This design comes from an exercise in tuning for small area and few clock cycles on the open sky130 flow, not from production work. Where RTL was checked, it was by simulation tests only, not by an equivalence proof against the original.

==> inputs of v12 <==
==> flow/design.v <==
module snpe (
    input  wire        clk,
    input  wire        rst,
    input  wire        cmd_valid,
    output wire        cmd_ready,
    input  wire [7:0]  cmd_data,
    input  wire        cmd_last,
    output wire        rsp_valid,
    input  wire        rsp_ready,
    output wire [7:0]  rsp_data,
    output wire        rsp_last,
    input  wire [31:0] now,
    input  wire [15:0] rnd
);
    localparam N_SLOTS = 5;
    localparam [15:0] CK_INIT = 16'h1021;
    localparam [3:0] C_RESET = 4'd0,  C_INIT = 4'd1,  C_BYTE = 4'd2,  C_READ = 4'd3,
                     C_GEN   = 4'd4,  C_CHK  = 4'd5,  C_REQ  = 4'd6,  C_CCHK = 4'd7,
                     C_RD    = 4'd8,  C_CNT  = 4'd9,  C_ILL  = 4'd10, C_GENB = 4'd11,
                     C_CHKB  = 4'd12;
    localparam [3:0] K_OK1  = 4'd0,  K_EOP  = 4'd1,  K_EFMT = 4'd2,  K_ELEN = 4'd3,
                     K_CRC  = 4'd4,  K_REQH = 4'd5,  K_REQN = 4'd6,  K_CKS  = 4'd7,
                     K_EFUL = 4'd8,  K_EMIS = 4'd9,  K_CHKH = 4'd10, K_RD   = 4'd11,
                     K_CNT  = 4'd12, K_EIDX = 4'd13;
    function [15:0] ck_step(input [15:0] a, input [7:0] b);
        ck_step = {a[14:0], a[15]} ^ {8'h00, b};
    endfunction
    reg [15:0] acc;
    reg [N_SLOTS-1:0] slot_valid;
    reg [15:0] slot_chal [0:N_SLOTS-1];
    reg [15:0] slot_iss  [0:N_SLOTS-1];
    reg [31:0] slot_t    [0:N_SLOTS-1];
    reg        rsp;        
    reg        pl;         
    reg [8:0]  cnt;        
    reg [3:0]  cls;        
    reg [7:0]  kh, kl;     
    reg [15:0] tacc;       
    reg [2:0]  sidx;       
    localparam [8:0] P0 = 9'h000, P1 = 9'h1FF, P2 = 9'h1FE, P3 = 9'h1FD;
    reg [8:0] cnt_dec;
    integer b;
    always @(*) begin : dec
        reg z;
        z = 1'b1;    
        for (b = 0; b < 9; b = b + 1) begin
            cnt_dec[b] = cnt[b] ^ z;
            z = z & ~cnt[b];
        end
    end
    assign cmd_ready = !rsp;
    assign rsp_valid = rsp;
    wire cmd_fire = cmd_valid && !rsp;
    wire rsp_fire = rsp && rsp_ready;
    wire [7:0] d  = cmd_data;
    wire first    = !pl && (cnt == P0);    
    reg  [2:0]  rsel;
    reg         sv;
    reg  [15:0] schal, siss;
    reg  [31:0] st;
    integer i;
    always @(*) begin
        sv = 1'b0; schal = 16'h0000; siss = 16'h0000; st = 32'h0;
        for (i = 0; i < N_SLOTS; i = i + 1)
            if (rsel == i && slot_valid[i]) begin
                sv    = 1'b1;
                schal = schal | slot_chal[i];
                siss  = siss  | slot_iss[i];
                st    = st    | slot_t[i];
            end
    end
    function is_live(input v, input [31:0] t);
        reg [10:0] bw;       
        reg [9:0]  df;
        reg [21:0] q;
        reg        ok;
        integer    b;
        begin
            bw[0] = 1'b0;
            for (b = 0; b < 10; b = b + 1) begin
                df[b]   = now[b] ^ t[b] ^ bw[b];
                bw[b+1] = (~now[b] & t[b]) | (~(now[b] ^ t[b]) & bw[b]);
            end
            q  = t[31:10] ^ now[31:10];
            ok = (q[0] == bw[10]);
            for (b = 0; b < 21; b = b + 1)
                ok = ok & (q[b+1] == (t[10+b] & ~now[10+b]));
            is_live = v && ok && !(&df[9:5] && (df[4] || df[3]));
        end
    endfunction
    reg  [1:0] lph;
    reg        lr0, lr1, lr3, lr4;
    wire       live_a = is_live(sv, st);
    wire        vb     = lph[0] ? slot_valid[4] : slot_valid[3];
    wire [31:0] tb     = lph[0] ? slot_t[4] : slot_t[3];
    wire        live_b = is_live(vb, tb);
    wire [N_SLOTS-1:0] live = {lr4, lr3, live_a, lr1, lr0};
    always @(*) begin
        case (lph)
            2'd0:    rsel = 3'd0;
            2'd1:    rsel = 3'd1;
            default: rsel = rsp ? sidx : 3'd2;
        endcase
    end
    always @(posedge clk) begin
        if (rst) begin
            lph <= 2'd0;
        end else if ((rsp_fire && rsp_last) || (!rsp && first && !cmd_valid)) begin
            lph <= 2'd0;
        end else if (lph != 2'd2) begin
            lph <= {lph[0], ~lph[0]};
        end
        if (lph == 2'd0) begin lr0 <= live_a; lr3 <= live_b; end
        if (lph == 2'd1) begin lr1 <= live_a; lr4 <= live_b; end
    end
    reg [N_SLOTS-1:0] chal_m, iss_m;
    wire [15:0] v16 = {kh, d};
    always @(*) begin
        for (i = 0; i < N_SLOTS; i = i + 1) begin
            chal_m[i] = live[i] && (slot_chal[i] == v16);
            iss_m[i]  = live[i] && (slot_iss[i] == v16);
        end
    end
    function [2:0] lowest(input [N_SLOTS-1:0] m);
        integer j;
        begin
            lowest = 3'd0;
            for (j = N_SLOTS - 1; j >= 0; j = j - 1)
                if (m[j]) lowest = j[2:0];
        end
    endfunction
    wire [N_SLOTS-1:0] free = ~live;
    wire [2:0] chal_idx = lowest(chal_m);
    wire [2:0] iss_idx  = lowest(iss_m);
    wire [2:0] free_idx = lowest(free);
    wire [2:0] live_cnt = {2'd0, live[0]} + {2'd0, live[1]} + {2'd0, live[2]} +
                          {2'd0, live[3]} + {2'd0, live[4]};
    reg [3:0] op_cls;
    always @(*) begin
        case (d)
            8'h00: op_cls = C_RESET;
            8'h10: op_cls = C_INIT;
            8'h11: op_cls = C_BYTE;
            8'h12: op_cls = C_READ;
            8'h13: op_cls = C_GEN;
            8'h14: op_cls = C_CHK;
            8'h30: op_cls = C_REQ;
            8'h31: op_cls = C_CCHK;
            8'h32: op_cls = C_RD;
            8'h33: op_cls = C_CNT;
            default: op_cls = C_ILL;
        endcase
    end
    wire [3:0]  c      = first ? op_cls : cls;
    wire [15:0] step_t = ck_step(tacc, d);
    wire [15:0] step_n = ck_step(CK_INIT, d);
    wire        big_n  = (|d[7:5]) || (&d[4:1]);             
    reg [3:0]  kind;
    reg        wr_slot, acc_init, acc_byte, acc_t, acc_n, clr_slots;
    reg [2:0]  kidx;
    always @(*) begin
        kind = K_EFMT;
        wr_slot = 1'b0; acc_init = 1'b0; acc_byte = 1'b0; acc_t = 1'b0;
        acc_n = 1'b0; clr_slots = 1'b0;
        kidx = 3'd0;
        if (pl) begin
            if (cnt == 9'd1) begin
                if (cls == C_GENB || cls == C_CHKB) begin
                    kind = K_ELEN;
                end else begin
                    acc_t = 1'b1;
                    kind = (cls == C_CHK && step_t != {kh, kl}) ? K_CKS : K_CRC;
                end
            end
        end else begin
            case (c)
                C_RESET: if (cnt == P0) begin kind = K_OK1; acc_init = 1'b1; clr_slots = 1'b1; end
                C_INIT:  if (cnt == P0) begin kind = K_OK1; acc_init = 1'b1; end
                C_READ:  if (cnt == P0) kind = K_CRC;
                C_CNT:   if (cnt == P0) begin kind = K_CNT; kidx = 3'd2; end
                C_BYTE:  if (cnt == P1) begin kind = K_OK1; acc_byte = 1'b1; end
                C_RD:    if (cnt == P1) begin
                             kind = (!(|d[7:3]) && !(d[2] && |d[1:0])) ? K_RD : K_EIDX;    
                             kidx = d[2:0];
                         end
                C_REQ:   if (cnt == P2) begin
                             if (|chal_m) begin
                                 kind = K_REQH; kidx = chal_idx;
                             end else if (|free) begin
                                 kind = K_REQN; kidx = free_idx; wr_slot = 1'b1;
                             end else begin
                                 kind = K_EFUL;
                             end
                         end
                C_CCHK:  if (cnt == P2) begin
                             if (|iss_m) begin kind = K_CHKH; kidx = iss_idx; end
                             else kind = K_EMIS;
                         end
                C_GEN:   if (cnt == P1 && d == 8'd0) begin kind = K_CRC; acc_n = 1'b1; end
                C_CHK:   if (cnt == P3 && d == 8'd0) begin
                             acc_n = 1'b1;
                             kind = (step_n != {kh, kl}) ? K_CKS : K_CRC;
                         end
                C_ILL:   kind = K_EOP;
                default: ;
            endcase
        end
    end
    wire done = cmd_fire && cmd_last;
    always @(posedge clk) begin
        if (rst) begin
            rsp <= 1'b0;
            pl  <= 1'b0;
            cnt <= P0;
        end else if (rsp) begin
            if (rsp_ready) begin
                if (rsp_last) rsp <= 1'b0;
                else          cnt <= cnt_dec;
            end
        end else if (cmd_fire) begin
            if (cmd_last) begin
                rsp  <= 1'b1;
                pl   <= 1'b0;
                cnt  <= {5'd0, rlen_m1(kind)};
                cls  <= kind;
                sidx <= kidx;
            end else begin
                cnt <= cnt_dec;
                if (first) cls <= op_cls;
                if (pl) begin
                    tacc <= step_t;
                end else begin
                    if (cnt == P1) kh <= d;
                    if (cnt == P2) kl <= d;
                    if ((c == C_GEN && cnt == P1) || (c == C_CHK && cnt == P3)) begin
                        pl   <= 1'b1;
                        cnt  <= {1'b0, d};
                        tacc <= step_n;
                        if (big_n) cls <= (c == C_GEN) ? C_GENB : C_CHKB;
                    end
                end
            end
        end
    end
    integer k;
    always @(posedge clk) begin
        if (rst) begin
            acc <= CK_INIT;
            slot_valid <= {N_SLOTS{1'b0}};
        end else if (done) begin
            if (acc_init) acc <= CK_INIT;
            if (acc_byte) acc <= ck_step(acc, d);
            if (acc_t)    acc <= step_t;
            if (acc_n)    acc <= step_n;
            if (clr_slots) slot_valid <= {N_SLOTS{1'b0}};
            for (k = 0; k < N_SLOTS; k = k + 1)
                if (wr_slot && kidx == k) slot_valid[k] <= 1'b1;
        end
    end
    always @(posedge clk) begin
        for (k = 0; k < N_SLOTS; k = k + 1)
            if (done && wr_slot && kidx == k) begin
                slot_chal[k] <= v16;
                slot_iss[k]  <= rnd;
                slot_t[k]    <= now;
            end
    end
    function [3:0] rlen_m1(input [3:0] k);
        case (k)
            K_CRC, K_CKS:   rlen_m1 = 4'd2;
            K_REQH, K_REQN: rlen_m1 = 4'd4;
            K_CHKH, K_CNT:  rlen_m1 = 4'd1;
            K_RD:           rlen_m1 = 4'd10;
            default:        rlen_m1 = 4'd0;
        endcase
    endfunction
    wire [3:0] r = cnt[3:0];
    assign rsp_last = (r == 4'd0);
    reg [7:0] rdata;
    assign rsp_data = rdata;
    always @(*) begin
        rdata = 8'h00;
        case (cls)
            K_EOP, K_EFMT, K_ELEN, K_EFUL, K_EMIS, K_EIDX:
                rdata = {4'd0, cls};
            K_CRC, K_CKS:
                case (r)
                    4'd2:    rdata = (cls == K_CKS) ? 8'h07 : 8'h00;
                    4'd1:    rdata = acc[15:8];
                    default: rdata = acc[7:0];
                endcase
            K_REQH, K_REQN:
                case (r)
                    4'd3:    rdata = {7'd0, cls == K_REQN};
                    4'd2:    rdata = siss[15:8];
                    4'd1:    rdata = siss[7:0];
                    4'd0:    rdata = {5'd0, sidx};
                    default: rdata = 8'h00;
                endcase
            K_CHKH: rdata = (r == 4'd0) ? {5'd0, sidx} : 8'h00;
            K_CNT:  rdata = (r == 4'd0) ? {5'd0, live_cnt} : 8'h00;
            K_RD:
                case (r)
                    4'd9:  rdata = {7'd0, sv};
                    4'd8:  rdata = {7'd0, live_a};
                    4'd7:  rdata = schal[15:8];
                    4'd6:  rdata = schal[7:0];
                    4'd5:  rdata = siss[15:8];
                    4'd4:  rdata = siss[7:0];
                    4'd3:  rdata = st[31:24];
                    4'd2:  rdata = st[23:16];
                    4'd1:  rdata = st[15:8];
                    4'd0:  rdata = st[7:0];
                    default: rdata = 8'h00;
                endcase
            default: rdata = 8'h00;
        endcase
    end
endmodule
==> flow/run.sh <==
#!/bin/bash
# synth_recipe.tcl (not shown) runs the flow's synth.tcl, then flattens the netlist and writes it again
# the make line also repeats each setting of config.mk as NAME=value (left out here)
make -C /OpenROAD-flow-scripts/flow DESIGN_CONFIG=/design/flow/config.mk WORK_HOME=/design/flow/orfs CLKGATE_MAP_FILE= SYNTH_SCRIPT=/design/flow/synth_recipe.tcl finish
==> flow/config.mk <==
export PLATFORM = sky130hd
export DESIGN_NAME = snpe
export DESIGN_NICKNAME = snpe
export VERILOG_FILES = /design/flow/design.v
export SDC_FILE = /design/flow/constraint.sdc
export NUM_CORES = 4
export LEC_CHECK = 0
export CAP_MARGIN = 20
export CORE_MARGIN = 2
export CORE_UTILIZATION = 40
export SLEW_MARGIN = 20
==> flow/constraint.sdc <==
create_clock -name core_clock -period 10.0 [get_ports {clk}]
set_input_delay 2.0000 -clock core_clock [delete_from_list [all_inputs] [get_ports {clk}]]
set_output_delay 2.0000 -clock core_clock [all_outputs]
set_load 0.01 [all_outputs]
==> v39 (differences from v12) <==
--- a/flow/design.v
+++ b/flow/design.v
@@ -154,4 +154,6 @@
     wire [3:0]  c      = first ? op_cls : cls;
-    wire [15:0] step_t = ck_step(tacc, d);
-    wire [15:0] step_n = ck_step(CK_INIT, d);
+    wire        byte_op = !pl && (c == C_BYTE);
+    wire [15:0] src     = pl ? tacc : (byte_op ? acc : CK_INIT);
+    wire [15:0] step    = ck_step(src, d);
+    wire        k_eq    = (step == {kh, kl});
     wire        big_n  = (|d[7:5]) || (&d[4:1]);             
@@ -171,3 +173,3 @@
                     acc_t = 1'b1;
-                    kind = (cls == C_CHK && step_t != {kh, kl}) ? K_CKS : K_CRC;
+                    kind = (cls == C_CHK && !k_eq) ? K_CKS : K_CRC;
                 end
@@ -201,3 +203,3 @@
                              acc_n = 1'b1;
-                             kind = (step_n != {kh, kl}) ? K_CKS : K_CRC;
+                             kind = k_eq ? K_CRC : K_CKS;
                          end
@@ -230,3 +232,3 @@
                 if (pl) begin
-                    tacc <= step_t;
+                    tacc <= step;
                 end else begin
@@ -237,3 +239,3 @@
                         cnt  <= {1'b0, d};
-                        tacc <= step_n;
+                        tacc <= step;
                         if (big_n) cls <= (c == C_GEN) ? C_GENB : C_CHKB;
@@ -251,5 +253,3 @@
             if (acc_init) acc <= CK_INIT;
-            if (acc_byte) acc <= ck_step(acc, d);
-            if (acc_t)    acc <= step_t;
-            if (acc_n)    acc <= step_n;
+            if (acc_byte || acc_t || acc_n) acc <= step;
             if (clr_slots) slot_valid <= {N_SLOTS{1'b0}};
Settings changed: CTS_BUF_LIST set to sky130_fd_sc_hd__clkbuf_4 sky130_fd_sc_hd__clkbuf_8.
==> flow_metrics.tcl <==
set metrics [dict create \
    finalWorstSetupSlack_ns 0.3034 \
    synthCells 1800 \
    timing.fmax_mhz 103.1 \
    outcome "no timing/DRC/antenna violations" \
    area_growth_syn_to_layout_pct 15.00 \
    cts_max_level 2 \
    grt_pass1_wl_um 104300 \
    r2r_end "slot_t[2][25]" \
    p_leak_nw 8.292 \
    use_met1_pct 35.24 \
    cts.repair.resized 13 \
    antenna_found_initial 2 \
    post_cts_buffers 0 \
    finalNetCount 2001 \
    synth.area.mux_share_pct 1.967 \
]
The numbers above come from v12.

==> flow_metrics.tcl <==
set metrics [dict create \
    outcome "no timing/DRC/antenna violations" \
    finalNetCount 2032 \
    met2_usage_pct 38.02 \
    timing.fmax_mhz 101.6 \
    use_met1_pct 34.05 \
    area_growth_syn_to_layout_pct 15.87 \
    finalWorstSetupSlack_ns 0.1572 \
    yosys.area_share.simple_pct 10.81 \
    post_cts_buffers 1 \
    cts.repair.resized 27 \
    grt_pass1_wl_um 103000 \
    cts_max_level 3 \
    synth.area.mux_share_pct 2.119 \
]
The numbers above come from v39.

Testbench counts of v12, summed over its fixed seeds: cycles 39,449.
The RTL of v39 was laid out without a check of its function.

## afterwards: timing with drivers on the ports
No port has a modelled driver above. Below, the same layouts with a new extraction and two added sets of constraints. Step 1: set_driving_cell puts a clkbuf_16 on clk and a buf_2 on each other input, an assumption about the parent block. Step 2 also shifts input and output timing later by t, the mid clock arrival at the registers, as if the neighbouring blocks saw the same clock. Slacks: ideal / step 1 / step 2; pairs: ideal / step 1.
run | t, ns | setup slack, ns | worst data-port slew with drivers (ns)
v12 | 0.623 | 0.303 / 0.244 / 0.477 | 0.05
v39 | 0.709 | 0.157 / 0.107 / 0.136 | 0.11
After both steps setup and hold are still met in every run listed. For v39, which loses most, drivers alone change the setup slack by -0.050 ns; drivers and shift together by -0.021 ns.
